From an optimization exercise on the open Yosys and OpenROAD flow, aimed at small area, a short achievable clock period and few clock cycles; shortcuts taken in it are not production practice.
Function was checked by simulation only, so behaviour that the tests miss may differ from the original.
Power and IR drop assume default switching activity.

==> design/flow/design.v <==
module crc16_byte (
    input  wire [15:0] crc_in,
    input  wire [7:0]  data,
    output wire [15:0] crc_out
);
    wire [15:0] c0 = crc_in ^ {8'h00, data};
    wire [15:0] c1 = c0[0] ? ((c0 >> 1) ^ 16'hA001) : (c0 >> 1);
    wire [15:0] c2 = c1[0] ? ((c1 >> 1) ^ 16'hA001) : (c1 >> 1);
    wire [15:0] c3 = c2[0] ? ((c2 >> 1) ^ 16'hA001) : (c2 >> 1);
    wire [15:0] c4 = c3[0] ? ((c3 >> 1) ^ 16'hA001) : (c3 >> 1);
    wire [15:0] c5 = c4[0] ? ((c4 >> 1) ^ 16'hA001) : (c4 >> 1);
    wire [15:0] c6 = c5[0] ? ((c5 >> 1) ^ 16'hA001) : (c5 >> 1);
    wire [15:0] c7 = c6[0] ? ((c6 >> 1) ^ 16'hA001) : (c6 >> 1);
    wire [15:0] c8 = c7[0] ? ((c7 >> 1) ^ 16'hA001) : (c7 >> 1);
    assign crc_out = c8;
endmodule
module modbus_rtu (
    input  wire        clk,
    input  wire        rst,
    input  wire        tick,
    input  wire        rx_valid,
    input  wire [7:0]  rx_data,
    input  wire        tx_ready,
    input  wire        bus_sel,
    input  wire        bus_we,
    input  wire [1:0]  bus_size,
    input  wire [11:0] bus_addr,
    input  wire [31:0] bus_wdata,
    output reg         done,
    output reg  [31:0] bus_rdata,
    output reg         bus_err,
    output reg         tx_valid,
    output reg  [7:0]  tx_data,
    output wire        irq,
    output wire        rx_enable
);
    localparam [31:0] ID_VALUE = 32'h4D42_5207;
    localparam [2:0] S_OFF  = 3'd0,
                     S_INIT = 3'd1,
                     S_IDLE = 3'd2,
                     S_RECV = 3'd3,
                     S_WAIT = 3'd4,
                     S_EMIT = 3'd5;
    reg [2:0]  state;
    reg        rd_rdy, crc_ok, txie, abandon;
    reg        f_tx_done, f_noise, f_rx_ovf, f_drop, f_cmd_err, f_cfg_err;
    reg        ie3;                       
    reg [5:0]  ie_hi;                     
    reg [15:0] t15, t35;
    reg        tmr15_en, tmr35_en;
    reg [15:0] tmr15_cnt, tmr35_cnt;
    reg [511:0] rxb;                      
    reg [511:0] txb;                      
    reg [6:0]  rx_len, tx_len, tx_cur;
    reg [15:0] crc;
    reg [31:0] st_rx, st_tx, st_noise, st_ovf, st_drop;
    reg [15:0] rc2;
    reg [7:0]  rba, rbb;
    reg [6:0]  tk;
    reg [15:0] tkc;
    reg        busy, wtx, wv;
    reg [5:0]  aq;
    reg [6:0]  wn;                        
    reg [7:0]  wb;
    reg        rdslow;
    wire held = (state == S_WAIT) && rd_rdy;
    assign rx_enable = (state == S_INIT) || (state == S_IDLE) ||
                       (state == S_RECV) || (state == S_WAIT);
    wire [13:0] status = {f_cfg_err, f_cmd_err, f_drop, f_rx_ovf, f_noise,
                          f_tx_done, abandon, rx_enable, txie, crc_ok, rd_rdy, state};
    assign irq = |({status[13:8], status[3]} & {ie_hi, ie3});
    wire [31:0] rxev_sel = (state == S_RECV) ? st_ovf : (rd_rdy ? st_drop : st_noise);
    wire [31:0] rxev_inc = (&rxev_sel) ? rxev_sel : rxev_sel + 32'd1;
    wire [31:0] tkev_sel = (state == S_EMIT) ? st_tx : st_rx;
    wire [31:0] tkev_inc = (&tkev_sel) ? tkev_sel : tkev_sel + 32'd1;
    wire go      = !busy && !wv && !rdslow;
    wire do_bus  = go && bus_sel;
    wire do_rx   = go && !bus_sel && rx_valid;
    wire do_tick = go && !bus_sel && !rx_valid && tick;
    wire do_txr  = go && !bus_sel && !rx_valid && !tick && tx_ready;
    wire [5:0] bidx    = bus_addr[7:2];
    wire       a_rxbuf = (bus_addr[11:8] == 4'h4);
    wire       a_txbuf = (bus_addr[11:8] == 4'h8);
    wire       a_low   = (bus_addr[11:8] == 4'h0);
    wire       a_reg   = a_low && (bus_addr[7:0] <= 8'h30 ||
                                   (bus_addr[7:0] >= 8'h40 && bus_addr[7:0] <= 8'h50));
    wire       a_ro    = a_low && (bus_addr[7:0] == 8'h00 || bus_addr[7:0] == 8'h18 ||
                                   bus_addr[7:0] == 8'h1C || bus_addr[7:0] == 8'h20 ||
                                   bus_addr[7:0] == 8'h24 || bus_addr[7:0] == 8'h28 ||
                                   bus_addr[7:0] >= 8'h40);
    wire       legal   = (bus_size == 2'd2) && (bus_addr[1:0] == 2'b00) &&
                         (a_reg || a_rxbuf || a_txbuf) &&
                         !(bus_we && (a_ro || a_rxbuf));
    wire       wr_ok   = do_bus && legal && bus_we;
    wire       txw     = wr_ok && a_txbuf && (state != S_EMIT);
    wire [7:0] cmd_op  = bus_wdata[7:0];
    wire [8:0] cmd_n   = bus_wdata[24:16];
    wire       w_hi0   = (bus_wdata[31:25] == 7'd0) && (bus_wdata[15:8] == 8'd0);
    wire       w_n0    = (cmd_n == 9'd0);
    wire       c_nop   = w_hi0 && w_n0 && (cmd_op == 8'h00);
    wire       c_start = w_hi0 && w_n0 && (cmd_op == 8'h01);
    wire       c_stop  = w_hi0 && w_n0 && (cmd_op == 8'h02);
    wire       c_rel   = w_hi0 && w_n0 && (cmd_op == 8'h03);
    wire       c_txs   = w_hi0 &&         (cmd_op == 8'h04);
    wire       c_init  = w_hi0 && w_n0 && (cmd_op == 8'h05);
    wire       c_crx   = w_hi0 &&         (cmd_op == 8'h06);
    wire       c_ctx   = w_hi0 &&         (cmd_op == 8'h07);
    wire       c_clr   = w_hi0 && w_n0 && (cmd_op == 8'h08);
    wire       cmd_bad = !(c_nop || c_start || c_stop || c_rel || c_txs ||
                           c_init || c_crx || c_ctx || c_clr);
    wire        emit   = (state == S_EMIT);
    wire        ahold  = busy || rdslow;
    wire [63:0] bdec   = 64'd1 << bidx;
    wire [5:0]  ri     = ahold ? aq : tx_cur[5:0];
    wire [63:0] rdec   = 64'd1 << ri;
    wire [63:0] rx_sel = ({64{!busy}} & bdec) | ({64{busy}} & rdec);
    wire [63:0] tx_sel = ({64{!ahold && !emit}} & bdec) | ({64{ahold || emit}} & rdec);
    reg [7:0] rx_rd, tx_rd;
    integer k;
    always @(*) begin
        rx_rd = 8'd0;
        tx_rd = 8'd0;
        for (k = 0; k < 64; k = k + 1) begin
            rx_rd = rx_rd | (rxb[8*k +: 8] & {8{rx_sel[k]}});
            tx_rd = tx_rd | (txb[8*k +: 8] & {8{tx_sel[k]}});
        end
    end
    reg [31:0] rd_value;
    always @(*) begin
        rd_value = 32'd0;
        if (a_rxbuf)
            rd_value = ({1'b0, bidx} < rx_len) ? {24'd0, rx_rd} : 32'd0;
        else if (a_txbuf)
            rd_value = {24'd0, tx_rd};
        else
            case (bus_addr[7:0])
                8'h00: rd_value = ID_VALUE;
                8'h04: rd_value = {18'd0, status};
                8'h08: rd_value = {18'd0, ie_hi, 4'd0, ie3, 3'd0};
                8'h10: rd_value = {16'd0, t15};
                8'h14: rd_value = {16'd0, t35};
                8'h18: rd_value = {25'd0, rx_len};
                8'h1C: rd_value = {25'd0, tx_len};
                8'h20: rd_value = {25'd0, tx_cur};
                8'h24: rd_value = {15'd0, tmr15_en, tmr15_cnt};
                8'h28: rd_value = {15'd0, tmr35_en, tmr35_cnt};
                8'h2C: rd_value = {16'd0, crc};
                8'h40: rd_value = st_rx;
                8'h44: rd_value = st_tx;
                8'h48: rd_value = st_noise;
                8'h4C: rd_value = st_ovf;
                8'h50: rd_value = st_drop;
                default: rd_value = 32'd0;
            endcase
    end
    wire [15:0] crc_nx;
    crc16_byte u_crc (.crc_in(crc), .data(wv ? wb : bus_wdata[7:0]), .crc_out(crc_nx));
    wire [15:0] tkc_nx, tkc_first;
    crc16_byte u_tkc   (.crc_in(tkc),      .data(bus_wdata[7:0]), .crc_out(tkc_nx));
    crc16_byte u_tkc0  (.crc_in(16'hFFFF), .data(bus_wdata[7:0]), .crc_out(tkc_first));
    wire [15:0] rc2_nx;
    crc16_byte u_rc2 (.crc_in(rc2), .data(rba), .crc_out(rc2_nx));
    wire [6:0]  rx_len_m1 = rx_len - 7'd1;
    wire [6:0]  rx_len_m2 = rx_len - 7'd2;
    wire        rx_ge2    = (rx_len >= 7'd2);
    wire        rn_m2     = rx_ge2 && (cmd_n[6:0] == rx_len_m2);
    wire        rx_from_c = rx_ge2 && (rn_m2 || cmd_n[6:0] == rx_len_m1 ||
                                       cmd_n[6:0] == rx_len);
    wire        rx_now    = rn_m2 || w_n0;
    wire [6:0]  rx_sidx   = rx_from_c ? rx_len_m2 : 7'd0;
    wire [15:0] rx_scrc   = rx_from_c ? rc2 : 16'hFFFF;
    wire        rx_nbad   = (cmd_n > {2'b0, rx_len});
    wire        tx_from_c = (cmd_n[6:0] >= tk);
    wire        tx_now    = (cmd_n[6:0] == tk) || w_n0;
    wire [6:0]  tx_sidx   = tx_from_c ? tk : 7'd0;
    wire [15:0] tx_scrc   = tx_from_c ? tkc : 16'hFFFF;
    wire        n_gt64    = (cmd_n[8:7] != 2'd0) || (cmd_n[6] && cmd_n[5:0] != 6'd0);
    wire        exp15      = tmr15_en && (tmr15_cnt == 16'd1);
    wire        exp35      = tmr35_en && (tmr35_cnt == 16'd1);
    wire [2:0]  state_t15  = (exp15 && state == S_RECV) ? S_WAIT : state;
    wire       rxw    = do_rx && ((state == S_IDLE) || (state == S_RECV && !rx_len[6]));
    wire [7:0] txw_d  = bus_wdata[7:0] & {8{~rst}};
    genvar g;
    generate
        for (g = 0; g < 64; g = g + 1) begin : g_buf
            always @(posedge clk)
                if (rxw && rx_len[5:0] == g)
                    rxb[8*g +: 8] <= rx_data;
            always @(posedge clk)
                if (rst || (txw && bidx == g))
                    txb[8*g +: 8] <= txw_d;
        end
    endgenerate
    always @(posedge clk) begin
        if (rst) begin
            state     <= S_OFF;
            rd_rdy    <= 1'b0;
            crc_ok    <= 1'b0;
            txie      <= 1'b0;
            abandon   <= 1'b0;
            f_tx_done <= 1'b0;
            f_noise   <= 1'b0;
            f_rx_ovf  <= 1'b0;
            f_drop    <= 1'b0;
            f_cmd_err <= 1'b0;
            f_cfg_err <= 1'b0;
            ie3       <= 1'b0;
            ie_hi     <= 6'd0;
            t15       <= 16'd0;
            t35       <= 16'd0;
            tmr15_en  <= 1'b0;
            tmr15_cnt <= 16'd0;
            tmr35_en  <= 1'b0;
            tmr35_cnt <= 16'd0;
            rx_len    <= 7'd0;
            tx_len    <= 7'd0;
            tx_cur    <= 7'd0;
            crc       <= 16'hFFFF;
            st_rx     <= 32'd0;
            st_tx     <= 32'd0;
            st_noise  <= 32'd0;
            st_ovf    <= 32'd0;
            st_drop   <= 32'd0;
            rc2       <= 16'hFFFF;
            rba       <= 8'd0;
            rbb       <= 8'd0;
            tk        <= 7'd0;
            tkc       <= 16'hFFFF;
            busy      <= 1'b0;
            wtx       <= 1'b0;
            wv        <= 1'b0;
            wb        <= 8'd0;
            rdslow    <= 1'b0;
            aq        <= 6'd0;
            wn        <= 7'd0;
            done      <= 1'b0;
            bus_rdata <= 32'd0;
            bus_err   <= 1'b0;
            tx_valid  <= 1'b0;
            tx_data   <= 8'd0;
        end else begin
            done     <= 1'b0;
            tx_valid <= 1'b0;
            if (wv) begin
                crc <= crc_nx;
                if (!busy) begin
                    wv   <= 1'b0;
                    done <= 1'b1;
                end
            end
            if (busy) begin
                wb <= wtx ? tx_rd : rx_rd;
                wv <= 1'b1;
                if ({1'b0, aq} + 7'd1 == wn) busy <= 1'b0;
                else             aq   <= aq + 6'd1;
            end
            if (rdslow) begin
                rdslow    <= 1'b0;
                done      <= 1'b1;
                bus_rdata <= {24'd0, tx_rd};
            end
            if (do_rx) begin
                done <= 1'b1;
                if (rxw) begin
                    rbb <= rx_data;
                    rba <= rbb;
                    rc2 <= (rx_len >= 7'd2) ? rc2_nx : 16'hFFFF;
                end
                case (state)
                    S_INIT: begin
                        tmr35_en  <= 1'b1;
                        tmr35_cnt <= t35;
                    end
                    S_IDLE: begin
                        rx_len    <= 7'd1;
                        tmr15_en  <= 1'b1;
                        tmr15_cnt <= t15;
                        tmr35_en  <= 1'b1;
                        tmr35_cnt <= t35;
                        state     <= S_RECV;
                    end
                    S_RECV: begin
                        if (!rx_len[6]) begin
                            rx_len    <= rx_len + 7'd1;
                            tmr15_en  <= 1'b1;
                            tmr15_cnt <= t15;
                            tmr35_en  <= 1'b1;
                            tmr35_cnt <= t35;
                        end else begin
                            rx_len    <= 7'd0;
                            tmr15_en  <= 1'b0;
                            tmr15_cnt <= 16'd0;
                            tmr35_en  <= 1'b0;
                            tmr35_cnt <= 16'd0;
                            state     <= S_IDLE;
                            f_rx_ovf  <= 1'b1;
                            st_ovf <= rxev_inc;
                        end
                    end
                    S_WAIT: begin
                        if (rd_rdy) begin
                            f_drop  <= 1'b1;
                            st_drop <= rxev_inc;
                        end else begin
                            abandon   <= 1'b1;
                            rx_len    <= 7'd0;
                            tmr35_en  <= 1'b1;
                            tmr35_cnt <= t35;
                            f_noise   <= 1'b1;
                            st_noise <= rxev_inc;
                        end
                    end
                    default: ;  
                endcase
            end
            if (do_tick) begin
                done <= 1'b1;
                if (tmr15_en) begin
                    tmr15_cnt <= tmr15_cnt - 16'd1;
                    if (exp15) tmr15_en <= 1'b0;
                end
                if (tmr35_en) begin
                    tmr35_cnt <= tmr35_cnt - 16'd1;
                    if (exp35) tmr35_en <= 1'b0;
                end
                state <= state_t15;
                if (exp35) begin
                    case (state_t15)
                        S_INIT: state <= S_IDLE;
                        S_WAIT: begin
                            if (abandon) begin
                                abandon <= 1'b0;
                                rx_len  <= 7'd0;
                                state   <= S_IDLE;
                            end else begin
                                rd_rdy <= 1'b1;
                                st_rx <= tkev_inc;
                                crc_ok <= (rx_len >= 7'd4) && (rc2 == {rbb, rba});
                            end
                        end
                        S_EMIT: begin
                            state     <= S_IDLE;
                            rx_len    <= 7'd0;
                            f_tx_done <= 1'b1;
                            st_tx <= tkev_inc;
                        end
                        default: ;
                    endcase
                end
            end
            if (do_txr) begin
                done <= 1'b1;
                if (state == S_EMIT && txie) begin
                    if (tx_cur < tx_len) begin
                        tx_valid <= 1'b1;
                        tx_data  <= tx_rd;
                        tx_cur   <= tx_cur + 7'd1;
                    end else begin
                        txie      <= 1'b0;
                        tmr35_en  <= 1'b1;
                        tmr35_cnt <= t35;
                    end
                end
            end
            if (do_bus) begin
                done      <= 1'b1;
                bus_err   <= !legal;
                bus_rdata <= (legal && !bus_we) ? rd_value : 32'd0;
                if (legal && !bus_we && a_txbuf && emit) begin
                    done   <= 1'b0;
                    rdslow <= 1'b1;
                    aq     <= bidx;
                end
                if (wr_ok) begin
                    if (a_txbuf) begin
                        if (state == S_EMIT) f_cmd_err <= 1'b1;
                        else begin
                            if ({1'b0, bidx} == tk) begin
                                tk  <= tk + 7'd1;
                                tkc <= tkc_nx;
                            end else if (bidx == 6'd0) begin
                                tk  <= 7'd1;
                                tkc <= tkc_first;
                            end else if ({1'b0, bidx} < tk) begin
                                tk  <= 7'd0;
                                tkc <= 16'hFFFF;
                            end
                        end
                    end else case (bus_addr[7:0])
                        8'h04: begin
                            if (bus_wdata[8])  f_tx_done <= 1'b0;
                            if (bus_wdata[9])  f_noise   <= 1'b0;
                            if (bus_wdata[10]) f_rx_ovf  <= 1'b0;
                            if (bus_wdata[11]) f_drop    <= 1'b0;
                            if (bus_wdata[12]) f_cmd_err <= 1'b0;
                            if (bus_wdata[13]) f_cfg_err <= 1'b0;
                        end
                        8'h08: begin
                            ie3   <= bus_wdata[3];
                            ie_hi <= bus_wdata[13:8];
                        end
                        8'h10: if (state == S_OFF) t15 <= bus_wdata[15:0];
                               else f_cmd_err <= 1'b1;
                        8'h14: if (state == S_OFF) t35 <= bus_wdata[15:0];
                               else f_cmd_err <= 1'b1;
                        8'h2C: crc <= bus_wdata[15:0];
                        8'h30: crc <= crc_nx;
                        8'h0C: begin
                            if (cmd_bad) f_cmd_err <= 1'b1;
                            if (c_start) begin
                                if (state != S_OFF) f_cmd_err <= 1'b1;
                                else if (!(t15 >= 16'd1 && t15 < t35)) f_cfg_err <= 1'b1;
                                else begin
                                    state     <= S_INIT;
                                    rx_len    <= 7'd0;
                                    rd_rdy    <= 1'b0;
                                    crc_ok    <= 1'b0;
                                    abandon   <= 1'b0;
                                    tx_len    <= 7'd0;
                                    tx_cur    <= 7'd0;
                                    txie      <= 1'b0;
                                    tmr15_en  <= 1'b0;
                                    tmr15_cnt <= 16'd0;
                                    tmr35_en  <= 1'b1;
                                    tmr35_cnt <= t35;
                                end
                            end
                            if (c_stop && state != S_OFF) begin
                                state     <= S_OFF;
                                rx_len    <= 7'd0;
                                rd_rdy    <= 1'b0;
                                crc_ok    <= 1'b0;
                                abandon   <= 1'b0;
                                tx_len    <= 7'd0;
                                tx_cur    <= 7'd0;
                                txie      <= 1'b0;
                                tmr15_en  <= 1'b0;
                                tmr15_cnt <= 16'd0;
                                tmr35_en  <= 1'b0;
                                tmr35_cnt <= 16'd0;
                            end
                            if (c_rel) begin
                                if (!held) f_cmd_err <= 1'b1;
                                else begin
                                    rd_rdy <= 1'b0;
                                    crc_ok <= 1'b0;
                                    rx_len <= 7'd0;
                                    state  <= S_IDLE;
                                end
                            end
                            if (c_txs) begin
                                if (!held || w_n0 || n_gt64) f_cmd_err <= 1'b1;
                                else begin
                                    rd_rdy <= 1'b0;
                                    crc_ok <= 1'b0;
                                    rx_len <= 7'd0;
                                    tx_len <= cmd_n[6:0];
                                    tx_cur <= 7'd0;
                                    txie   <= 1'b1;
                                    state  <= S_EMIT;
                                end
                            end
                            if (c_init) crc <= 16'hFFFF;
                            if (c_crx) begin
                                if (rx_nbad) f_cmd_err <= 1'b1;
                                else begin
                                    crc <= rx_scrc;
                                    if (!rx_now) begin
                                        busy <= 1'b1;
                                        done <= 1'b0;
                                        wtx  <= 1'b0;
                                        aq   <= rx_sidx[5:0];
                                        wn   <= cmd_n[6:0];
                                    end
                                end
                            end
                            if (c_ctx) begin
                                if (n_gt64) f_cmd_err <= 1'b1;
                                else begin
                                    crc <= tx_scrc;
                                    if (!tx_now) begin
                                        busy <= 1'b1;
                                        done <= 1'b0;
                                        wtx  <= 1'b1;
                                        aq   <= tx_sidx[5:0];
                                        wn   <= cmd_n[6:0];
                                    end
                                end
                            end
                            if (c_clr) begin
                                st_rx    <= 32'd0;
                                st_tx    <= 32'd0;
                                st_noise <= 32'd0;
                                st_ovf   <= 32'd0;
                                st_drop  <= 32'd0;
                            end
                        end
                        default: ;
                    endcase
                end
            end
        end
    end
endmodule
==> design/flow/run.sh <==
#!/bin/bash
# synth_recipe.tcl (not shown) runs the flow's synth.tcl, then flattens the netlist and writes it again
# the make line also repeats each setting of config.mk as NAME=value (left out here)
make -C /OpenROAD-flow-scripts/flow DESIGN_CONFIG=/design/flow/config.mk WORK_HOME=/design/flow/orfs CLKGATE_MAP_FILE= SYNTH_SCRIPT=/design/flow/synth_recipe.tcl finish
==> design/flow/config.mk <==
export PLATFORM = sky130hd
export DESIGN_NAME = modbus_rtu
export DESIGN_NICKNAME = modbus_rtu
export VERILOG_FILES = /design/flow/design.v
export SDC_FILE = /design/flow/constraint.sdc
export NUM_CORES = 4
export LEC_CHECK = 0
export CAP_MARGIN = 20
export CORE_MARGIN = 2
export CORE_UTILIZATION = 40
export SETUP_SLACK_MARGIN = 5
export SLEW_MARGIN = 20
==> design/flow/constraint.sdc <==
create_clock -name core_clock -period 10.0 [get_ports {clk}]
set_input_delay 2.0000 -clock core_clock [delete_from_list [all_inputs] [get_ports {clk}]]
set_output_delay 2.0000 -clock core_clock [all_outputs]
set_load 0.01 [all_outputs]
==> out/summary.txt, run 1 <==
Sequential fraction of the synthesis area: 0.587
FFs w/ async S/R, synth: 0
Power, Total: 0.0132 W
First-pass GRT wire length: 501000 um
Leak: 25.7 nW
Crit path launch type: input pin
Synth Area in Compound Gates: 0.194
Final worst-path cycle share: 0.514
Synthesized Nets: 6004
Final Hold Viols: 0
Number of synthesized register bits: 1430
CTS tree: yes
RePlAce Congestion: 1.11
Post-synthesis mux area share: 0.0189
Crit path DAT: 5.85 ns
Post-synth cell types: 105
Num rows: 149
Mapped Cells: 5867
Max cap viols: 0
Width of the die: 411 um
Layout Skew: 0.0551 ns
Post-synthesis simple-gate area fraction: 0.134
Clock sinks: 1430
Worst path most repeated cell: buf_4
Final setup TNS: 0 ns
Setup crit end kind: flip-flop
Layout cells sized above 1: 0.148
Overall Global Routing Usage: 0.441
Largest net degree at the start of global routing: 95
Worst skew pair latency: 0.85 ns
I/O Buffers: 105
NumNets Final: 6314
First-pass DRT Iterations: 9
Fill count: 15000
RSZ-0062 raised after global routing: yes
CP cell instances: buf_2 -> buf_4 -> nor2b_2 -> buf_4 -> nand2_1 -> o32ai_2 -> buf_4 -> a22oi_1 -> nand4_1 -> nor4_2 -> buf_4 -> a2bb2oi_1 -> o211ai_1
Initial antenna violation count: 27
Drt wl/cell: 44.8 um
Run status: timing/DRC/antenna clean
Main combinational cell family by area after synthesis: compound AO/OA/AOI/OAI gates
Critical path's slowest cell: a22oi_1
P&R area growth vs syn: 18.0%
Rel. slew slack: 0.148
Maximum clock insertion buffer count: 3
Die footprint: 169000 um^2
Yosys top cell by area: edfxtp_1
CORE AREA: 165000 um^2
Post-Syn Area: 66200 um^2
Prevailing post-synth register cell: edfxtp_1
WP data required: 10.71 ns
DRT iter0 DRCs: 11100
Max IR drop VDD: 0.000177 V
Tmin final: 5.14 ns
Post-synthesis xor/xnor area fraction: 0.0262
Synth top area cells: edfxtp_1 (46%), dfxtp_1 (12%), a22oi_1 (5.5%)
DR vias/cell: 7.03
Starting Density: 0.402
Worst Hold Slack: 0.476 ns
Slowest stage delay, CP: 0.91 ns
Num CTS Buffers: 159
DRC viols: 0
Post-synth EDFFs: 1024
YS warnings: 1
Gr ovfl total: 0
CTS H-tree lvls: 4
Pwr per Cell Area: 169 nW/um^2
Setup CP Type: input pin to flip-flop
Adder-Cell Fraction of Synth Area: 0.0147
DP Area: 71900 um^2
Root Buffer: clkbuf_16
Clock-pin slew on the worst setup and hold paths: 0.06 ns
Num ports: 106
Die Span Y: 411 um
Vias in the first global route: 54000
Worst-margin pin slew: 1.28 ns
Synth top area share: 0.464
Final Cell Area: 78200 um^2
Max-slew violation count: 0
Crit-path max FO: 23
Final HPWL DP: 273000 um
Worst hold path class: flip-flop to flip-flop
Vias: 59900
Final ANT Viol Nets: 0
Avg Inst Size Synth: 11.3 um^2
Post-Route WL: 381000 um
Fmax: 195 MHz
# setup viols final: 0
==> worst max-delay path: cells and delay by family <==
kind,cells,cell delay [ns]
buffers and inverters,5,1.25
AOI/OAI and AO/OA,4,1.30
and+or+nand+nor,4,1.24
==> cells in the final DEF (no fill, tap or decap), drive strengths merged, types with 44 or more instances in the layout <==
cell type      instances
nand3                206
nor3                 111
edfxtp              1024
a22o                  99
a221oi               102
xor2                  82
a31oi                 44
mux2i                107
o22ai                 68
and3                  49
clkbuf               205
xnor2                116
dfxtp                406
a211oi                90
clkinv                65
clkdlybuf4s50         87
a222oi                61
nor4                  54
nand2                502
inv                   74
a22oi                486
nand4                117
nor2                 572
o21ai                254
ha                    76
buf                  384
a21oi                266
==> registers in the layout, summed over array words and instances, names as in the netlist, 16 cells and up <==
signal	cells
tmr15_cnt	16
st_noise	32
txb	512
crc	16
tkc	16
st_tx	32
t15	16
rc2	16
st_drop	32
rxb	512
t35	16
bus_rdata	32
st_rx	32
tmr35_cnt	16
st_ovf	32
==> metrics by stage <==
stage                      util  instances  worst slack, ns
after floorplan               -       5867             5.01
after global placement    0.436       8173             2.45
after detailed placement  0.437       8175             2.29
after CTS                 0.473       8485             4.95
after global routing      0.475       8504             4.99
final                     0.475       8516             4.86
==> per-layer routing <==
layer / global-route usage / vias up / wire length, um
met5: 0 / - / 57
met4: 0.302 / 8 / 31500
met3: 0.121 / 1098 / 43400
met2: 0.652 / 4812 / 163000
met1: 0.562 / 30200 / 143000
li1: - / 23700 / -
==> area by class of cell <==
| type | count | area (um^2) | area share |
|---|---|---|---|
| tap | 2189 | 2740 | 0.0350 |
| clock inverter | 90 | 971 | 0.0124 |
| clock buffer | 204 | 4290 | 0.0549 |
| multi-input combinational | 4040 | 27000 | 0.345 |
| timing repair buffer | 477 | 3970 | 0.0508 |
| inverter | 69 | 260 | 0.00333 |
| antenna | 17 | 42.5 | 0.000544 |
| sequential | 1430 | 38900 | 0.498 |
==> power by group <==
| group | internal [W] | switching (W) | leakage (nW) |
|---|---|---|---|
| clock network | 0.00334 | 0.00264 | 2.54 |
| registers | 0.00653 | 0.0000465 | 12.8 |
| logic | 0.000150 | 0.000477 | 10.4 |
==> logic make-up (layout without fill, tap and decap cells) <==
group	Yosys count	in the layout
XOR/XNOR	198	198
multiplexers	123	123
adder cells (fa/ha/maj)	78	78
other	0	17
buffers and inverters	399	840
flip-flops	1430	1430
AND/OR/NAND/NOR	1852	1854
AO/OA/AOI/OAI	1787	1787
==> Yosys cell counts (14+ instances only) <==
cell type and number:
a211oi_1 90, a21o_1 40, a21oi_1 266, a221oi_1 101, a222oi_1 61, a22o_1 99
a22oi_1 486, a31oi_1 44, a32o_1 16, a32oi_1 40, and2_1 28, and3_1 49
and4_1 24, buf_1 20, buf_2 42, clkbuf_1 253, dfxtp_1 406, edfxtp_1 1024
ha_1 76, inv_1 68, mux2_2 16, mux2i_1 107, nand2_1 499, nand2b_1 26
nand3_1 206, nand3b_1 14, nand4_1 117, nor2_1 570, nor2b_1 21, nor3_1 109
nor4_1 50, o211ai_1 19, o21a_1 16, o21ai_0 236, o21ai_1 15, o22ai_1 66
o32ai_1 31, or2_2 20, or3_1 19, or4_1 24, xnor2_1 116, xor2_1 82
==> final timing paths <==
path / start / end / slack (ns) / cells past startpoint
setup / recovery: bus_addr[3] / bus_rdata[0]$_SDFFE_PP0P_ / 4.86 / 13
hold / removal: st_rx[22]$_SDFF_PP0_ / st_rx[22]$_SDFF_PP0_ / 0.48 / 2
setup reg to reg: rdslow$_SDFF_PP0_ / wb[6]$_SDFFE_PP0P_ / 5.03 / 13
hold reg to reg: st_rx[22]$_SDFF_PP0_ / st_rx[22]$_SDFF_PP0_ / 0.48 / 2
==> repair_timing <==
item,in CTS,in global routing
cloned,2,0
setup buffers,14,11
hold endpoints to repair,0,0
pin swaps,15,13
gates resized for setup,103,39
hold buffers,0,0
setup endpoints to repair,879,405
Testbench counts, summed over its fixed seeds: cycles 10,758.
==> run 2, diff against run 1 <==
--- a/design/flow/design.v
+++ b/design/flow/design.v
@@ -113,7 +113,8 @@
     wire [63:0] bdec   = 64'd1 << bidx;
     wire [5:0]  ri     = ahold ? aq : tx_cur[5:0];
     wire [63:0] rdec   = 64'd1 << ri;
-    wire [63:0] rx_sel = ({64{!busy}} & bdec) | ({64{busy}} & rdec);
+    wire [63:0] rx_live = ~(64'hFFFF_FFFF_FFFF_FFFF << rx_len);
+    wire [63:0] rx_sel = rx_live & (({64{!busy}} & bdec) | ({64{busy}} & rdec));
     wire [63:0] tx_sel = ({64{!ahold && !emit}} & bdec) | ({64{ahold || emit}} & rdec);
     reg [7:0] rx_rd, tx_rd;
     integer k;
@@ -125,34 +126,35 @@
             tx_rd = tx_rd | (txb[8*k +: 8] & {8{tx_sel[k]}});
         end
     end
-    reg [31:0] rd_value;
+    wire       rd_base = (bus_size == 2'd2) && (bus_addr[1:0] == 2'b00) && !bus_we;
+    wire       rd_rxb  = rd_base && a_rxbuf;
+    wire       rd_txb  = rd_base && a_txbuf;
+    wire       rd_reg  = rd_base && a_low;
+    reg [31:0] reg_value;
     always @(*) begin
-        rd_value = 32'd0;
-        if (a_rxbuf)
-            rd_value = ({1'b0, bidx} < rx_len) ? {24'd0, rx_rd} : 32'd0;
-        else if (a_txbuf)
-            rd_value = {24'd0, tx_rd};
-        else
             case (bus_addr[7:0])
-                8'h00: rd_value = ID_VALUE;
-                8'h04: rd_value = {18'd0, status};
-                8'h08: rd_value = {18'd0, ie_hi, 4'd0, ie3, 3'd0};
-                8'h10: rd_value = {16'd0, t15};
-                8'h14: rd_value = {16'd0, t35};
-                8'h18: rd_value = {25'd0, rx_len};
-                8'h1C: rd_value = {25'd0, tx_len};
-                8'h20: rd_value = {25'd0, tx_cur};
-                8'h24: rd_value = {15'd0, tmr15_en, tmr15_cnt};
-                8'h28: rd_value = {15'd0, tmr35_en, tmr35_cnt};
-                8'h2C: rd_value = {16'd0, crc};
-                8'h40: rd_value = st_rx;
-                8'h44: rd_value = st_tx;
-                8'h48: rd_value = st_noise;
-                8'h4C: rd_value = st_ovf;
-                8'h50: rd_value = st_drop;
-                default: rd_value = 32'd0;
+                8'h00: reg_value = ID_VALUE;
+                8'h04: reg_value = {18'd0, status};
+                8'h08: reg_value = {18'd0, ie_hi, 4'd0, ie3, 3'd0};
+                8'h10: reg_value = {16'd0, t15};
+                8'h14: reg_value = {16'd0, t35};
+                8'h18: reg_value = {25'd0, rx_len};
+                8'h1C: reg_value = {25'd0, tx_len};
+                8'h20: reg_value = {25'd0, tx_cur};
+                8'h24: reg_value = {15'd0, tmr15_en, tmr15_cnt};
+                8'h28: reg_value = {15'd0, tmr35_en, tmr35_cnt};
+                8'h2C: reg_value = {16'd0, crc};
+                8'h40: reg_value = st_rx;
+                8'h44: reg_value = st_tx;
+                8'h48: reg_value = st_noise;
+                8'h4C: reg_value = st_ovf;
+                8'h50: reg_value = st_drop;
+                default: reg_value = 32'd0;
             endcase
     end
+    wire [31:0] rd_value = ({32{rd_rxb}} & {24'd0, rx_rd}) |
+                           ({32{rd_txb}} & {24'd0, tx_rd}) |
+                           ({32{rd_reg}} & reg_value);
     wire [15:0] crc_nx;
     crc16_byte u_crc (.crc_in(crc), .data(wv ? wb : bus_wdata[7:0]), .crc_out(crc_nx));
     wire [15:0] tkc_nx, tkc_first;
@@ -365,7 +367,7 @@
             if (do_bus) begin
                 done      <= 1'b1;
                 bus_err   <= !legal;
-                bus_rdata <= (legal && !bus_we) ? rd_value : 32'd0;
+                bus_rdata <= rd_value;
                 if (legal && !bus_we && a_txbuf && emit) begin
                     done   <= 1'b0;
                     rdslow <= 1'b1;
--- a/design/flow/config.mk
+++ b/design/flow/config.mk
@@ -8,5 +8,7 @@
 export CAP_MARGIN = 20
 export CORE_MARGIN = 2
 export CORE_UTILIZATION = 40
+export CTS_CLUSTER_DIAMETER = 70
+export CTS_CLUSTER_SIZE = 24
 export SETUP_SLACK_MARGIN = 5
 export SLEW_MARGIN = 20
==> run 2 against run 1 <==
Net effect: critical path depth shrank 1; synthesized cell count grew 1.7%; cell count decreased by 1.6%; sequential share of layout area rose by 1.7 points; non-clock buffer count down 85; combinational power down 13%; register-to-register slack lost 0.09 ns; via count shrank 5.5%; clock power decreased by 21%; sequential cell count unchanged; first-iteration DRC count is 8.6% lower; clock skew up 0.0064 ns; critical path type unchanged; critical endpoint is now wb[2]$_SDFFE_PP0P_; largest power group unchanged.
==> out/summary.txt, run 2 <==
Run status: timing/DRC/antenna clean
Synthesized Nets: 6104 (+1.7%)
Max-slew violation count: 0 (unchanged)
Worst Hold Endpoint: bus_rdata[15]$_SDFFE_PP0P_
Final worst-path cycle share: 0.518 (+0.00366)
CORE AREA: 164000 um^2 (-0.11%)
Rel. slew slack: 0.151 (+0.00291)
Leak: 24.5 nW (-4.7%)
Worst-margin pin slew: 1.26 ns (-0.0135 ns)
Reg2reg start: busy$_SDFF_PP0_
I/O Buffers: 105 (unchanged)
CTS tree: yes
Final Hold Viols: 0 (unchanged)
P&R area growth vs syn: 14.6%
Commonest non-fill, non-tap cells in the layout: edfxtp_1 (1024), nand2_1 (589), nor2_1 (432)
Largest registers: rxb: 512 flops, txb: 512 flops
Fmax: 193 MHz (-0.71%)
Drt wl/cell: 35.4 um (-21%)
RSZ-0062 raised after global routing: yes
# setup viols final: 0 (unchanged)
Post-Route WL: 296000 um (-22%)
Synth top area cells: edfxtp_1 (47%), dfxtp_1 (12%), nand2_1 (3.4%)
NumNets Final: 6232 (-1.3%)
Die Span Y: 410 um (-0.19%)
Num ports: 106 (unchanged)
Crit-path max FO: 23 (unchanged)
FFs w/ async S/R, synth: 0 (unchanged)
Power, Total: 0.0118 W (-10%)
Synth top area share: 0.466 (+0.00180)
Max cap viols: 0 (unchanged)
DRT iter0 DRCs: 10100 (-8.6%)
First-pass DRT Iterations: 10 (+1)
Hold Crit Start: bus_rdata[15]$_SDFFE_PP0P_
CTS H-tree lvls: 3 (-1)
Fill count: 15200 (+1.3%)
Reg2reg path depth: 12 (-1)
Final HPWL DP: 207000 um (-24%)
Sequential fraction of the synthesis area: 0.589 (+0.00227)
Tmin final: 5.18 ns (+0.0366 ns)
Clock sinks: 1430 (unchanged)
Number of synthesized register bits: 1430 (unchanged)
Setup WS pre-CTS: 3.01 ns (+0.721 ns)
Post-synth EDFFs: 1024 (unchanged)
DP Area: 70600 um^2 (-1.8%)
Initial antenna violation count: 13 (-52%)
Setup crit end kind: flip-flop
Layout Skew: 0.0616 ns (+0.00644 ns)
Pwr per Cell Area: 156 nW/um^2 (-7.3%)
Gr ovfl total: 0 (unchanged)
Vias: 56600 (-5.5%)
Max IR drop VDD: 0.000155 V (-12%)
DR vias/cell: 6.76 (-3.9%)
Num CTS Buffers: 103 (-35%)
Vias in the first global route: 52000 (-3.7%)
Prevailing post-synth register cell: edfxtp_1
Commonest non-fill, non-tap cell in the layout: edfxtp_1
RePlAce Congestion: 1.06 (-4.0%)
Post-synth cell types: 98 (-6.7%)
WHS Path Cells: 2 (unchanged)
WP data required: 10.62 ns (-0.09 ns)
Final Cell Area: 75600 um^2 (-3.3%)
YS warnings: 1 (unchanged)
Starting Density: 0.401 (-0.00110)
Crit path DAT: 5.80 ns (-0.05 ns)
Num rows: 149 (unchanged)
Reg2reg end: wb[0]$_SDFFE_PP0P_
Yosys top cell by area: edfxtp_1
Worst hold path class: flip-flop to flip-flop
Die footprint: 168000 um^2 (-0.38%)
Largest net degree at the start of global routing: 83 (-13%)
Post-Syn Area: 66000 um^2 (-0.39%)
Worst setup margin: 4.82 ns (-0.0366 ns)
First-pass GRT wire length: 409000 um (-18%)
DRC viols: 0 (unchanged)
Mapped Cells: 5969 (+1.7%)
Crit path launch type: input pin
Clock-pin slew on the worst setup and hold paths: 0.08 ns (+0.02 ns)
Overall Global Routing Usage: 0.342 (-0.0993)
Reg2reg setup slack: 4.94 ns (-0.09 ns)
Worst skew pair latency: 0.80 ns (-0.05 ns)
Setup CP Type: input pin to flip-flop
Top-count cell post-synth: edfxtp_1
# hold bufs at CTS: 0 (unchanged)
Final setup TNS: 0 ns (unchanged)
Avg Inst Size Synth: 11.1 um^2 (-2.1%)
Layout cells sized above 1: 0.129 (-0.0186)
Worst Hold Slack: 0.466 ns (-0.00961 ns)
Root Buffer: clkbuf_16
Commonest cells in the netlist: edfxtp_1 (1024), nand2_1 (599), nor2_1 (508)
Final ANT Viol Nets: 0 (unchanged)
Maximum clock insertion buffer count: 3 (unchanged)
Width of the die: 410 um (-0.19%)
run 2: cell count changes after synthesis, moves of 33 or more:
cell	before	now
a22oi_1	486	287
clkbuf_1	253	298
nand2_1	499	599
nor2_1	570	508
nor4_1	50	104
o21ai_0	236	343
or3_1	19	52
run 2: per-stage QoR:
| step | utilization | std cells |
|---|---|---|
| after floorplan | - | 5969 |
| after global placement | 0.429 | 8144 |
| after detailed placement | 0.429 | 8147 |
| after CTS | 0.457 | 8354 |
| after global routing | 0.460 | 8373 |
| final | 0.460 | 8376 |
run 2: final cells by class:
class	instances	area, um^2	share of cell area
Clock buffer	110	2650	0.0350
Sequential cell	1430	38900	0.515
Inverter	88	332	0.00439
Antenna cell	5	12.5	0.000166
Tap cell	2189	2740	0.0362
Timing Repair Buffer	392	3280	0.0435
Multi-Input combinational cell	4082	26600	0.352
Clock inverter	80	1060	0.0141
run 2: cell families (layout without fill, tap and decap cells):
family,Yosys count,after routing,share of synthesized area
and+or+nand+nor,2063,2063,0.154
AOI/OAI and AO/OA,1673,1675,0.177
DFF,1430,1430,0.589
buffers and inverters,459,670,0.0270
xor gates and xnor gates,176,176,0.0238
muxes,93,93,0.0145
adders and majority gates,75,75,0.0142
other,0,5,0
run 2: power breakdown:
| group | internal [W] | total (W) | leakage [nW] | switching [W] |
|---|---|---|---|---|
| combinational | 0.000136 | 0.000544 | 9.95 | 0.000407 |
| clock | 0.00217 | 0.00470 | 1.77 | 0.00253 |
| sequential | 0.00652 | 0.00657 | 12.8 | 0.0000494 |
run 2: routing by layer:
layer,GRT usage,part of all wire,vias up,wire [um]
met4,0.173,0.064,12,18900
met5,0,0.00050,-,147
met2,0.511,0.43,4324,127000
met3,0.0864,0.13,876,37600
li1,-,-,23400,-
met1,0.459,0.38,27900,112000
run 2: timing repair:
item                                   in CTS  in global routing
endpoints found under the hold margin       0                  0
cloned                                      2                  0
pin swaps                                  10                 13
gates resized for setup                   176                 69
setup buffers                              15                 17
setup endpoints to repair                1088                474
run 2: worst max path at each step:
stage                     cells past startpoint                        to   startpoint  slack [ns]
after floorplan                              10        txb[152]$_DFFE_PP_  bus_addr[2]        5.05
after global placement                        7        txb[499]$_DFFE_PP_  bus_addr[6]        2.06
after detailed placement                      9  tmr35_cnt[13]$_SDFF_PP0_  bus_addr[4]        3.01
after CTS                                     8       st_rx[4]$_SDFF_PP0_      bus_sel        4.74
after global routing                         12        wb[5]$_SDFFE_PP0P_  bus_addr[5]        4.96
final                                        12        wb[2]$_SDFFE_PP0P_  bus_addr[5]        4.82
run 2: worst max-delay path: stages:
cell	delay, ns
clkdlybuf4s50_1	0.51
buf_12	0.18
nor2b_1	0.06
buf_4	0.18
nand3_4	0.19
o32ai_1	0.13
buf_4	0.25
a222oi_1	0.99
nand4bb_1	0.26
or4_4	0.64
nor3_2	0.24
o32ai_1	0.12
Testbench counts of run 2, summed over its fixed seeds: cycles 10,758.
==> run 3, diff against run 2 <==
--- a/design/flow/design.v
+++ b/design/flow/design.v
@@ -75,24 +75,30 @@
     wire [31:0] tkev_inc = (&tkev_sel) ? tkev_sel : tkev_sel + 32'd1;
     wire go      = !busy && !wv && !rdslow;
     wire do_bus  = go && bus_sel;
-    wire do_rx   = go && !bus_sel && rx_valid;
-    wire do_tick = go && !bus_sel && !rx_valid && tick;
-    wire do_txr  = go && !bus_sel && !rx_valid && !tick && tx_ready;
+    wire do_rx   = go && rx_valid;
+    wire do_tick = go && tick;
+    wire do_txr  = go && tx_ready;
     wire [5:0] bidx    = bus_addr[7:2];
     wire       a_rxbuf = (bus_addr[11:8] == 4'h4);
     wire       a_txbuf = (bus_addr[11:8] == 4'h8);
     wire       a_low   = (bus_addr[11:8] == 4'h0);
-    wire       a_reg   = a_low && (bus_addr[7:0] <= 8'h30 ||
-                                   (bus_addr[7:0] >= 8'h40 && bus_addr[7:0] <= 8'h50));
-    wire       a_ro    = a_low && (bus_addr[7:0] == 8'h00 || bus_addr[7:0] == 8'h18 ||
-                                   bus_addr[7:0] == 8'h1C || bus_addr[7:0] == 8'h20 ||
-                                   bus_addr[7:0] == 8'h24 || bus_addr[7:0] == 8'h28 ||
-                                   bus_addr[7:0] >= 8'h40);
-    wire       legal   = (bus_size == 2'd2) && (bus_addr[1:0] == 2'b00) &&
-                         (a_reg || a_rxbuf || a_txbuf) &&
-                         !(bus_we && (a_ro || a_rxbuf));
-    wire       wr_ok   = do_bus && legal && bus_we;
-    wire       txw     = wr_ok && a_txbuf && (state != S_EMIT);
+    wire [7:0] ba      = bus_addr[7:0];
+    wire       a_reg   = a_low && (ba <= 8'h30 || (ba >= 8'h40 && ba <= 8'h50));
+    wire       a_wr    = a_low && (ba == 8'h04 || ba == 8'h08 || ba == 8'h0C || ba == 8'h10 ||
+                                   ba == 8'h14 || ba == 8'h2C || ba == 8'h30);
+    wire       aligned = (bus_size == 2'd2) && (bus_addr[1:0] == 2'b00);
+    wire       legal   = aligned && (bus_we ? (a_wr || a_txbuf)
+                                            : (a_reg || a_rxbuf || a_txbuf));
+    wire       w_base  = do_bus && bus_we && (bus_size == 2'd2);
+    wire       w_stat  = w_base && (bus_addr == 12'h004);
+    wire       w_ien   = w_base && (bus_addr == 12'h008);
+    wire       w_cmd   = w_base && (bus_addr == 12'h00C);
+    wire       w_t15   = w_base && (bus_addr == 12'h010);
+    wire       w_t35   = w_base && (bus_addr == 12'h014);
+    wire       w_crcv  = w_base && (bus_addr == 12'h02C);
+    wire       w_crcd  = w_base && (bus_addr == 12'h030);
+    wire       w_txb   = w_base && a_txbuf && (bus_addr[1:0] == 2'b00);
+    wire       txw     = w_txb && (state != S_EMIT);
     wire [7:0] cmd_op  = bus_wdata[7:0];
     wire [8:0] cmd_n   = bus_wdata[24:16];
     wire       w_hi0   = (bus_wdata[31:25] == 7'd0) && (bus_wdata[15:8] == 8'd0);
@@ -180,13 +186,15 @@
     wire        exp15      = tmr15_en && (tmr15_cnt == 16'd1);
     wire        exp35      = tmr35_en && (tmr35_cnt == 16'd1);
     wire [2:0]  state_t15  = (exp15 && state == S_RECV) ? S_WAIT : state;
-    wire       rxw    = do_rx && ((state == S_IDLE) || (state == S_RECV && !rx_len[6]));
+    wire       rx_app = go && ((state == S_IDLE) || (state == S_RECV && !rx_len[6]));
+    wire       rxw    = rx_valid && rx_app;
+    wire [63:0] rx_arm = {64{rx_app}} & (64'd1 << rx_len[5:0]);
     wire [7:0] txw_d  = bus_wdata[7:0] & {8{~rst}};
     genvar g;
     generate
         for (g = 0; g < 64; g = g + 1) begin : g_buf
             always @(posedge clk)
-                if (rxw && rx_len[5:0] == g)
+                if (rx_valid && rx_arm[g])
                     rxb[8*g +: 8] <= rx_data;
             always @(posedge clk)
                 if (rst || (txw && bidx == g))
@@ -373,41 +381,44 @@
                     rdslow <= 1'b1;
                     aq     <= bidx;
                 end
-                if (wr_ok) begin
-                    if (a_txbuf) begin
-                        if (state == S_EMIT) f_cmd_err <= 1'b1;
-                        else begin
-                            if ({1'b0, bidx} == tk) begin
-                                tk  <= tk + 7'd1;
-                                tkc <= tkc_nx;
-                            end else if (bidx == 6'd0) begin
-                                tk  <= 7'd1;
-                                tkc <= tkc_first;
-                            end else if ({1'b0, bidx} < tk) begin
-                                tk  <= 7'd0;
-                                tkc <= 16'hFFFF;
-                            end
-                        end
-                    end else case (bus_addr[7:0])
-                        8'h04: begin
-                            if (bus_wdata[8])  f_tx_done <= 1'b0;
-                            if (bus_wdata[9])  f_noise   <= 1'b0;
-                            if (bus_wdata[10]) f_rx_ovf  <= 1'b0;
-                            if (bus_wdata[11]) f_drop    <= 1'b0;
-                            if (bus_wdata[12]) f_cmd_err <= 1'b0;
-                            if (bus_wdata[13]) f_cfg_err <= 1'b0;
-                        end
-                        8'h08: begin
-                            ie3   <= bus_wdata[3];
-                            ie_hi <= bus_wdata[13:8];
+                if (w_txb) begin
+                    if (state == S_EMIT) f_cmd_err <= 1'b1;
+                    else begin
+                        if ({1'b0, bidx} == tk) begin
+                            tk  <= tk + 7'd1;
+                            tkc <= tkc_nx;
+                        end else if (bidx == 6'd0) begin
+                            tk  <= 7'd1;
+                            tkc <= tkc_first;
+                        end else if ({1'b0, bidx} < tk) begin
+                            tk  <= 7'd0;
+                            tkc <= 16'hFFFF;
                         end
-                        8'h10: if (state == S_OFF) t15 <= bus_wdata[15:0];
-                               else f_cmd_err <= 1'b1;
-                        8'h14: if (state == S_OFF) t35 <= bus_wdata[15:0];
-                               else f_cmd_err <= 1'b1;
-                        8'h2C: crc <= bus_wdata[15:0];
-                        8'h30: crc <= crc_nx;
-                        8'h0C: begin
+                    end
+                end
+                if (w_stat) begin
+                    if (bus_wdata[8])  f_tx_done <= 1'b0;
+                    if (bus_wdata[9])  f_noise   <= 1'b0;
+                    if (bus_wdata[10]) f_rx_ovf  <= 1'b0;
+                    if (bus_wdata[11]) f_drop    <= 1'b0;
+                    if (bus_wdata[12]) f_cmd_err <= 1'b0;
+                    if (bus_wdata[13]) f_cfg_err <= 1'b0;
+                end
+                if (w_ien) begin
+                    ie3   <= bus_wdata[3];
+                    ie_hi <= bus_wdata[13:8];
+                end
+                if (w_t15) begin
+                    if (state == S_OFF) t15 <= bus_wdata[15:0];
+                    else f_cmd_err <= 1'b1;
+                end
+                if (w_t35) begin
+                    if (state == S_OFF) t35 <= bus_wdata[15:0];
+                    else f_cmd_err <= 1'b1;
+                end
+                if (w_crcv) crc <= bus_wdata[15:0];
+                if (w_crcd) crc <= crc_nx;
+                if (w_cmd) begin
                             if (cmd_bad) f_cmd_err <= 1'b1;
                             if (c_start) begin
                                 if (state != S_OFF) f_cmd_err <= 1'b1;
@@ -496,9 +507,6 @@
                                 st_ovf   <= 32'd0;
                                 st_drop  <= 32'd0;
                             end
-                        end
-                        default: ;
-                    endcase
                 end
             end
         end
==> design/flow/flow/run.sh (new file) <==
#!/bin/bash
set -euo pipefail
export SETUP_SLACK_MARGIN=5.75
bash standard.sh > standard.log 2>&1
==> design/flow/standard.sh (new file) <==
#!/bin/bash
# synth_recipe.tcl (not shown) runs the flow's synth.tcl, then flattens the netlist and writes it again
# the make line also repeats each setting of config.mk as NAME=value (left out here)
make -C /OpenROAD-flow-scripts/flow DESIGN_CONFIG=/design/flow/config.mk WORK_HOME=/design/flow/orfs CLKGATE_MAP_FILE= SYNTH_SCRIPT=/design/flow/synth_recipe.tcl "${@:-finish}"
--- a/design/flow/config.mk
+++ b/design/flow/config.mk
@@ -10,5 +10,4 @@
 export CORE_UTILIZATION = 40
 export CTS_CLUSTER_DIAMETER = 70
 export CTS_CLUSTER_SIZE = 24
-export SETUP_SLACK_MARGIN = 5
 export SLEW_MARGIN = 20
removed: design/flow/run.sh
==> run 3 against run 2 <==
Net effect: setup slack improved by 0.55 ns; synthesized cell count rose by 0.57%; cell count rose by 2.6%; global-route usage fell by 0.78 points; highest routed layer unchanged.
==> out/summary.txt, run 3 <==
Gr ovfl total: 0 (unchanged)
Drt wl/cell: 33.9 um (-4.1%)
Layout Skew: 0.0795 ns (+0.0179 ns)
Commonest non-fill, non-tap cells in the layout: edfxtp_1 (1024), nand2_1 (563), dfxtp_1 (396)
M3 GR Usage: 0.0809 (-0.00552)
Rel. slew slack: 0.200 (+0.0499)
# setup viols final: 0 (unchanged)
Crit-path max FO: 8 (-65%)
CTS H-tree lvls: 3 (unchanged)
Commonest non-fill, non-tap cell in the layout: edfxtp_1
Area of the multi-input gates: 28800 um^2 (+8.2%)
Final worst-path cycle share: 0.462 (-0.0552)
Layer with the highest usage: met2
Setup CP Type: input pin to flip-flop
Run status: timing/DRC/antenna clean
P&R area growth vs syn: 21.6%
Layout cells sized above 1: 0.191 (+0.0613)
NumNets Final: 6457 (+3.6%)
Synth Area in Compound Gates: 0.176 (-0.00125)
# hold bufs at CTS: 0 (unchanged)
Post-Route WL: 291000 um (-1.6%)
Crit path DAT: 5.36 ns (-0.44 ns)
Fill count: 14700 (-3.4%)
Synth top area cells: edfxtp_1 (47%), dfxtp_1 (12%), nand2_1 (3.5%)
First-pass DRT Iterations: 9 (-1)
Worst skew pair latency: 0.84 ns (+0.04 ns)
Mapped Cells: 6003 (+0.57%)
Vias in the first global route: 53000 (+2.0%)
I/O Buffers: 105 (unchanged)
Maximum clock insertion buffer count: 3 (unchanged)
Prevailing post-synth register cell: edfxtp_1
Worst Hold Slack: 0.471 ns (+0.00542 ns)
CTS tree: yes
Largest net degree at the start of global routing: 80 (-3.6%)
Yosys top cell by area: edfxtp_1
Tmin final: 4.62 ns (-0.552 ns)
Clock sinks: 1430 (unchanged)
Number of synthesized register bits: 1430 (unchanged)
Commonest cells in the netlist: edfxtp_1 (1024), nand2_1 (622), nor2_1 (459)
Crit path launch type: input pin
Avg Inst Size Synth: 11.0 um^2 (-0.54%)
First-pass GRT wire length: 405000 um (-1.1%)
CORE AREA: 164000 um^2 (unchanged)
Final HPWL DP: 196000 um (-5.1%)
Initial antenna violation count: 6 (-7)
Worst-margin pin slew: 1.19 ns (-0.0753 ns)
Sequential fraction of the synthesis area: 0.589 (about the same)
Final Hold Viols: 0 (unchanged)
Die Span Y: 410 um (about the same)
Root Buffer: clkbuf_16
RePlAce Congestion: 1.03 (-3.0%)
RSZ-0062 raised after global routing: yes
Fmax: 216 MHz (+12%)
Setup crit end kind: flip-flop
Num ports: 106 (unchanged)
Met1 Track Usage GR: 0.441 (-0.0177)
Sequential cell area: 38900 um^2 (about the same)
FFs w/ async S/R, synth: 0 (unchanged)
Post-Syn Area: 66000 um^2 (about the same)
Vias: 57900 (+2.3%)
Max IR drop VDD: 0.000200 V (+29%)
Max-slew violation count: 0 (unchanged)
Post-synth EDFFs: 1024 (unchanged)
YS warnings: 1 (unchanged)
Synth top area share: 0.466 (about the same)
Adder-Cell Fraction of Synth Area: 0.0144 (+0.000224)
Main combinational cell family by area after synthesis: compound AO/OA/AOI/OAI gates
Post-synthesis simple-gate area fraction: 0.152 (-0.00212)
Largest registers: rxb: 512 flops, txb: 512 flops
Post-synthesis xor/xnor area fraction: 0.0252 (+0.00140)
Overall Global Routing Usage: 0.334 (-0.00781)
Clock-pin slew on the worst setup and hold paths: 0.10 ns (+0.02 ns)
Met2 usage: 0.497 (-0.0138)
Starting Density: 0.401 (about the same)
Max cap viols: 0 (unchanged)
Reg2reg setup slack: 5.45 ns (+0.51 ns)
Leak: 26.5 nW (+8.1%)
Worst hold path class: flip-flop to flip-flop
Synthesized Nets: 6140 (+0.59%)
Final ANT Viol Nets: 0 (unchanged)
Pwr per Cell Area: 149 nW/um^2 (-4.4%)
Post-synth cell types: 87 (-11%)
Num rows: 149 (unchanged)
Width of the die: 410 um (about the same)
DRT iter0 DRCs: 10500 (+3.9%)
Die footprint: 168000 um^2 (about the same)
DRC viols: 0 (unchanged)
Final setup TNS: 0 ns (unchanged)
WP data required: 10.74 ns (+0.12 ns)
DR vias/cell: 6.74 (-0.27%)
Num CTS Buffers: 101 (-1.9%)
Top-count cell post-synth: edfxtp_1
Post-synthesis mux area share: 0.0169 (+0.00239)
==> run 3: changes by cell type after synthesis, sizes merged, moves of 23 or more <==
| cell | previous run | this run |
|---|---|---|
| a21oi | 290 | 324 |
| a221oi | 87 | 64 |
| a222oi | 72 | 43 |
| a22oi | 287 | 214 |
| and3 | 45 | 72 |
| nand2 | 599 | 622 |
| nand4 | 133 | 156 |
| nor2 | 508 | 460 |
| o21ai | 346 | 408 |
| o22ai | 35 | 58 |
| o31ai | 13 | 44 |
| or3 | 53 | 29 |
==> run 3: routing by layer <==
metal / vias up / share of wire
met5: - / 0.00014
met3: 1066 / 0.13
met1: 28300 / 0.37
li1: 23900 / -
met4: 6 / 0.077
met2: 4617 / 0.43
==> run 3: worst paths after layout <==
| path | startpoint | end | depth (start not counted) |
|---|---|---|---|
| hold reg to reg | wn[1]$_SDFFE_PP0P_ | wn[1]$_SDFFE_PP0P_ | 2 |
| setup reg to reg | rdslow$_SDFF_PP0_ | wb[2]$_SDFFE_PP0P_ | 12 |
| hold / removal | wn[1]$_SDFFE_PP0P_ | wn[1]$_SDFFE_PP0P_ | 2 |
| setup / recovery | bus_addr[7] | wb[2]$_SDFFE_PP0P_ | 13 |
==> run 3: worst max-delay path, cell delays in order <==
cell and delay (ns):
buf_12 0.08, buf_12 0.10, bufbuf_16 0.25, buf_4 0.15
nor2b_4 0.10, nand2_2 0.17, nor2_1 0.21, o21ai_0 0.38
nand4_1 0.17, a221oi_2 0.37, nand4_1 0.46, or3_4 0.57
a221o_1 0.30
==> run 3: per-stage QoR <==
stage / total power (W) / worst slack [ns] / instances / cell area (um^2) / utilization
after floorplan: 0.00696 / 5.24 / 6003 / 67500 / -
after global placement: 0.00724 / 2.99 / 8155 / 71300 / 0.434
after detailed placement: 0.00725 / 3.01 / 8155 / 71400 / 0.434
after CTS: 0.0119 / 5.46 / 8496 / 78200 / 0.476
after global routing: 0.0122 / 5.49 / 8591 / 80200 / 0.488
final: 0.0120 / 5.38 / 8595 / 80200 / 0.488
==> run 3: cell type report <==
| class | instances | area share |
|---|---|---|
| sequential | 1430 | 0.485 |
| multi-input combinational | 4130 | 0.359 |
| timing repair buffer | 559 | 0.0709 |
| tap | 2189 | 0.0341 |
| clock buffer | 107 | 0.0321 |
| clock inverter | 77 | 0.0139 |
| inverter | 98 | 0.00493 |
| antenna | 5 | 0.000156 |
==> run 3: what timing repair did <==
action | CTS | global route
endpoints found under the setup margin | 1260 | 749
setup buffers | 145 | 91
cloned | 12 | 3
pin swaps | 86 | 87
gates resized for setup | 411 | 234
==> run 3: power by group <==
part	switching, W	internal, W	total, W	leakage, nW
sequential	0.0000640	0.00653	0.00659	12.8
clock	0.00251	0.00221	0.00472	1.77
combinational	0.000467	0.000212	0.000679	11.9
total	0.00304	0.00895	0.0120	26.5
==> run 3: cells by family after synthesis <==
kind of cell	after synthesis
AO/OA/AOI/OAI	1706
XOR/XNOR	188
adder cells (fa/ha/maj)	76
buffers and inverters	447
flip-flops	1430
multiplexers	110
AND/OR/NAND/NOR	2046
Testbench counts of run 3, summed over its fixed seeds: cycles 10,758.
==> run 4, diff against run 3 <==
--- a/design/flow/design.v
+++ b/design/flow/design.v
@@ -64,8 +64,8 @@
     reg [7:0]  wb;
     reg        rdslow;
     wire held = (state == S_WAIT) && rd_rdy;
-    assign rx_enable = (state == S_INIT) || (state == S_IDLE) ||
-                       (state == S_RECV) || (state == S_WAIT);
+    reg rxen;
+    assign rx_enable = rxen;
     wire [13:0] status = {f_cfg_err, f_cmd_err, f_drop, f_rx_ovf, f_noise,
                           f_tx_done, abandon, rx_enable, txie, crc_ok, rd_rdy, state};
     assign irq = |({status[13:8], status[3]} & {ie_hi, ie3});
@@ -204,6 +204,7 @@
     always @(posedge clk) begin
         if (rst) begin
             state     <= S_OFF;
+            rxen      <= 1'b0;
             rd_rdy    <= 1'b0;
             crc_ok    <= 1'b0;
             txie      <= 1'b0;
@@ -350,6 +351,7 @@
                         end
                         S_EMIT: begin
                             state     <= S_IDLE;
+                            rxen      <= 1'b1;
                             rx_len    <= 7'd0;
                             f_tx_done <= 1'b1;
                             st_tx <= tkev_inc;
@@ -425,6 +427,7 @@
                                 else if (!(t15 >= 16'd1 && t15 < t35)) f_cfg_err <= 1'b1;
                                 else begin
                                     state     <= S_INIT;
+                                    rxen      <= 1'b1;
                                     rx_len    <= 7'd0;
                                     rd_rdy    <= 1'b0;
                                     crc_ok    <= 1'b0;
@@ -440,6 +443,7 @@
                             end
                             if (c_stop && state != S_OFF) begin
                                 state     <= S_OFF;
+                                rxen      <= 1'b0;
                                 rx_len    <= 7'd0;
                                 rd_rdy    <= 1'b0;
                                 crc_ok    <= 1'b0;
@@ -471,6 +475,7 @@
                                     tx_cur <= 7'd0;
                                     txie   <= 1'b1;
                                     state  <= S_EMIT;
+                                    rxen   <= 1'b0;
                                 end
                             end
                             if (c_init) crc <= 16'hFFFF;
==> run 4 against run 3 <==
Net effect: final area shrank 3.2%; setup slack gained 0.010 ns; critical endpoint is now bus_rdata[1]$_SDFFE_PP0P_; synthesized cell count is 6.6% lower; highest routed layer unchanged; sequential cell count up 1; sequential power barely moved.
==> out/summary.txt, run 4 <==
DR vias/cell: 6.74 (about the same)
Layout Skew: 0.0681 ns (-0.0114 ns)
Post-Place Cells: 7643 (-6.3%)
Reg2reg path depth: 13 (+1)
P&R area growth vs syn: 21.0%
CORE AREA: 160000 um^2 (-2.7%)
FFs w/ async S/R, synth: 0 (unchanged)
Hold Crit Start: bus_rdata[12]$_SDFFE_PP0P_
Fill count: 14200 (-3.7%)
Fmax: 217 MHz (+0.22%)
Worst-margin pin slew: 1.15 ns (-0.0369 ns)
WHS Path Cells: 2 (unchanged)
Starting Density: 0.401 (about the same)
Pwr per Cell Area: 147 nW/um^2 (-1.8%)
Post-synth EDFFs: 1024 (unchanged)
Largest registers: rxb: 512 flops, txb: 512 flops
Reg2reg start: busy$_SDFF_PP0_
Prevailing post-synth register cell: edfxtp_1
Yosys top cell by area: edfxtp_1
Clock Power Share: 0.363 (-0.031)
Number of synthesized register bits: 1431 (+0.070%)
Final Hold Viols: 0 (unchanged)
# setup viols final: 0 (unchanged)
Final HPWL DP: 184000 um (-6.2%)
Maximum clock insertion buffer count: 3 (unchanged)
Root Buffer: clkbuf_16
Post-Route WL: 278000 um (-4.7%)
DRC viols: 0 (unchanged)
Max cap viols: 0 (unchanged)
Internal power: 0.00861 W (-3.8%)
Final setup TNS: 0 ns (unchanged)
Setup crit end kind: flip-flop
Commonest cells in the netlist: edfxtp_1 (1024), nand2_1 (565), nor2_1 (479)
Worst Hold Slack: 0.464 ns (-0.00767 ns)
Worst path most repeated cell: buf_12
Largest net degree at the start of global routing: 76 (-5.0%)
Post-synth cell types: 99 (+14%)
Num ports: 106 (unchanged)
Commonest non-fill, non-tap cell in the layout: edfxtp_1
CP cell instances: buf_12 -> buf_12 -> nor4b_4 -> nand2_2 -> nor2_4 -> or2_4 -> a222oi_1 -> and3_1 -> nand4_1 -> nor4_4 -> buf_6 -> o211a_4 -> a21oi_2
YS warnings: 1 (unchanged)
DP Area: 68600 um^2 (-4.0%)
Crit path launch type: input pin
NumNets Final: 6050 (-6.3%)
Die Span Y: 405 um (-1.3%)
Clock-pin slew on the worst setup and hold paths: 0.08 ns (-0.02 ns)
Commonest non-fill, non-tap cells in the layout: edfxtp_1 (1024), nand2_1 (490), dfxtp_1 (400)
CTS H-tree lvls: 3 (unchanged)
Synth top area cells: edfxtp_1 (48%), dfxtp_1 (13%), a22oi_1 (4.2%)
Die footprint: 164000 um^2 (-2.7%)
Top-count cell post-synth: edfxtp_1
Crit path DAT: 5.20 ns (-0.16 ns)
RSZ-0062 raised after global routing: yes
Initial antenna violation count: 8 (+2)
Slowest stage delay, CP: 0.92 ns (+0.35 ns)
Clock sinks: 1431 (+0.070%)
CTS tree: yes
Num CTS Buffers: 89 (-12%)
Final Cell Area: 77700 um^2 (-3.2%)
Synth top area share: 0.479 (+0.0129)
Final ANT Viol Nets: 0 (unchanged)
Final non-filler cell total: 8067 (-6.1%)
DRT iter0 DRCs: 9911 (-5.8%)
Comb pwr share: 0.057 (about the same)
Tmin final: 4.61 ns (-0.0103 ns)
I/O Buffers: 105 (unchanged)
First-pass DRT Iterations: 8 (-1)
Crit-path max FO: 6 (-2)
Sw Ratio: 0.245 (-0.00876)
Vias: 54400 (-6.1%)
RePlAce Congestion: 0.984 (-4.5%)
Vias in the first global route: 49400 (-6.8%)
Rel. slew slack: 0.232 (+0.0319)
Critical path's slowest cell: a222oi_1
Layout Utilization: 0.485 (-0.00237)
Max-slew violation count: 0 (unchanged)
Setup CP Type: input pin to flip-flop
Avg Inst Size Synth: 11.5 um^2 (+4.2%)
WP data required: 10.59 ns (-0.15 ns)
Layout cells sized above 1: 0.197 (+0.00690)
Max IR drop VDD: 0.000189 V (-5.3%)
Leak: 25.2 nW (-4.9%)
Gr ovfl total: 0 (unchanged)
Sw Pwr: 0.00279 W (-8.2%)
Mapped Cells: 5606 (-6.6%)
First-pass GRT wire length: 382000 um (-5.7%)
Overall Global Routing Usage: 0.326 (-0.00751)
Width of the die: 405 um (-1.3%)
Sequential fraction of the synthesis area: 0.606 (+0.0166)
Run status: timing/DRC/antenna clean
Drt wl/cell: 34.4 um (+1.5%)
Num rows: 147 (-1.3%)
Worst hold path class: flip-flop to flip-flop
# hold bufs at CTS: 0 (unchanged)
Critical path startpoint: bus_addr[2]
Post-Syn Area: 64200 um^2 (-2.7%)
Synthesized Nets: 5743 (-6.5%)
Worst skew pair latency: 0.80 ns (-0.04 ns)
Final worst-path cycle share: 0.461 (-0.00103)
Part of the power in registers: 0.580 (+0.030)
run 4: cell types whose count changed after synthesis, sizes merged, moves of 35 or more:
cell / delta
nand3: -40
a221oi: +37
o21ai: -127
nand4: -60
a32oi: -36
a22oi: +149
nand2: -56
clkbuf: -35
run 4: per-stage QoR:
| step | setup WS [ns] | power [W] |
|---|---|---|
| final | 5.39 | 0.0114 |
| after global routing | 5.42 | 0.0116 |
| after CTS | 5.46 | 0.0113 |
| after detailed placement | 3.09 | 0.00721 |
| after global placement | 3.14 | 0.00720 |
| after floorplan | 5.24 | 0.00692 |
run 4: power by group through the flow:
stage	clock network, W	registers (W)	logic [W]
2_1_floorplan	0	0.00670	0.000224
3_3_place_gp	0	0.00674	0.000462
3_5_place_dp	0	0.00674	0.000468
4_1_cts	0.00413	0.00660	0.000586
5_1_grt	0.00434	0.00662	0.000664
6_report	0.00414	0.00661	0.000653
run 4: timing repair:
item                                    4_1_cts  5_1_grt
pin swaps                                   134       94
buffers inserted                            150       84
endpoints found under the setup margin     1194      855
endpoints found under the hold margin         0        0
resized for setup                           634      215
gates cloned                                 16       15
run 4: path summary, 6_finish.rpt:
kind	slack, ns	end
hold reg to reg	0.46	bus_rdata[12]$_SDFFE_PP0P_
setup reg to reg	5.44	bus_rdata[1]$_SDFFE_PP0P_
hold / removal	0.46	bus_rdata[12]$_SDFFE_PP0P_
setup / recovery	5.39	bus_rdata[1]$_SDFFE_PP0P_
run 4: logic make-up after synthesis:
family,Yosys count,synth area share
flops,1431,0.606
simple gates,1757,0.130
compound gates,1657,0.183
mux,89,0.0141
buf+inv,416,0.0270
xor+xnor,180,0.0252
fa+ha+maj,76,0.0148
run 4: critical path, delay by kind of cell:
kind,cells,cell delay [ns]
buffers and inverters,3,0.48
AO/OA/AOI/OAI,3,1.17
AND/OR/NAND/NOR,7,1.52
run 4: metal layers:
| metal | part of all wire | global-route usage |
|---|---|---|
| met1 | 0.38 | 0.453 |
| met5 | 0.00018 | 0.000297 |
| met3 | 0.14 | 0.0845 |
| met4 | 0.058 | 0.154 |
| met2 | 0.42 | 0.475 |
run 4: layout make-up:
type,instances,area [um^2],share of cell area
Sequential cell,1431,38900,0.501
Inverter,74,288,0.00370
Clock inverter,65,787,0.0101
Multi-Input combinational cell,3770,27400,0.352
Tap cell,2086,2610,0.0336
Antenna cell,1,2.50,0.0000322
Clock buffer,93,2240,0.0289
Timing Repair Buffer,547,5490,0.0707
Testbench counts of run 4, summed over its fixed seeds: cycles 10,758.

## what the ideal ports hide
No port has a modelled driver above. Below, the same layouts with a new extraction and two added sets of constraints. Step 1: set_driving_cell puts a clkbuf_16 on clk and a buf_2 on each other input, an assumption about the parent block. Step 2 also shifts input and output timing later by t, the mid clock arrival at the registers, as if the neighbouring blocks saw the same clock. Three values: ideal ports, drivers, drivers and shift; two values: the first two.
run	t, ns	slack for setup (ns)	worst slew at a driven data input, ns
run 1	0.922	4.862 / 4.925 / 4.003	0.16
run 2	0.858	4.825 / 4.806 / 3.948	0.19
run 3	0.887	5.376 / 5.398 / 4.511	0.18
run 4	0.848	5.387 / 5.426 / 4.578	0.10
After both steps every run listed still meets setup and hold. The setup slack of run 2, which loses most, moves by -0.019 ns with the drivers and by -0.877 ns with both steps.
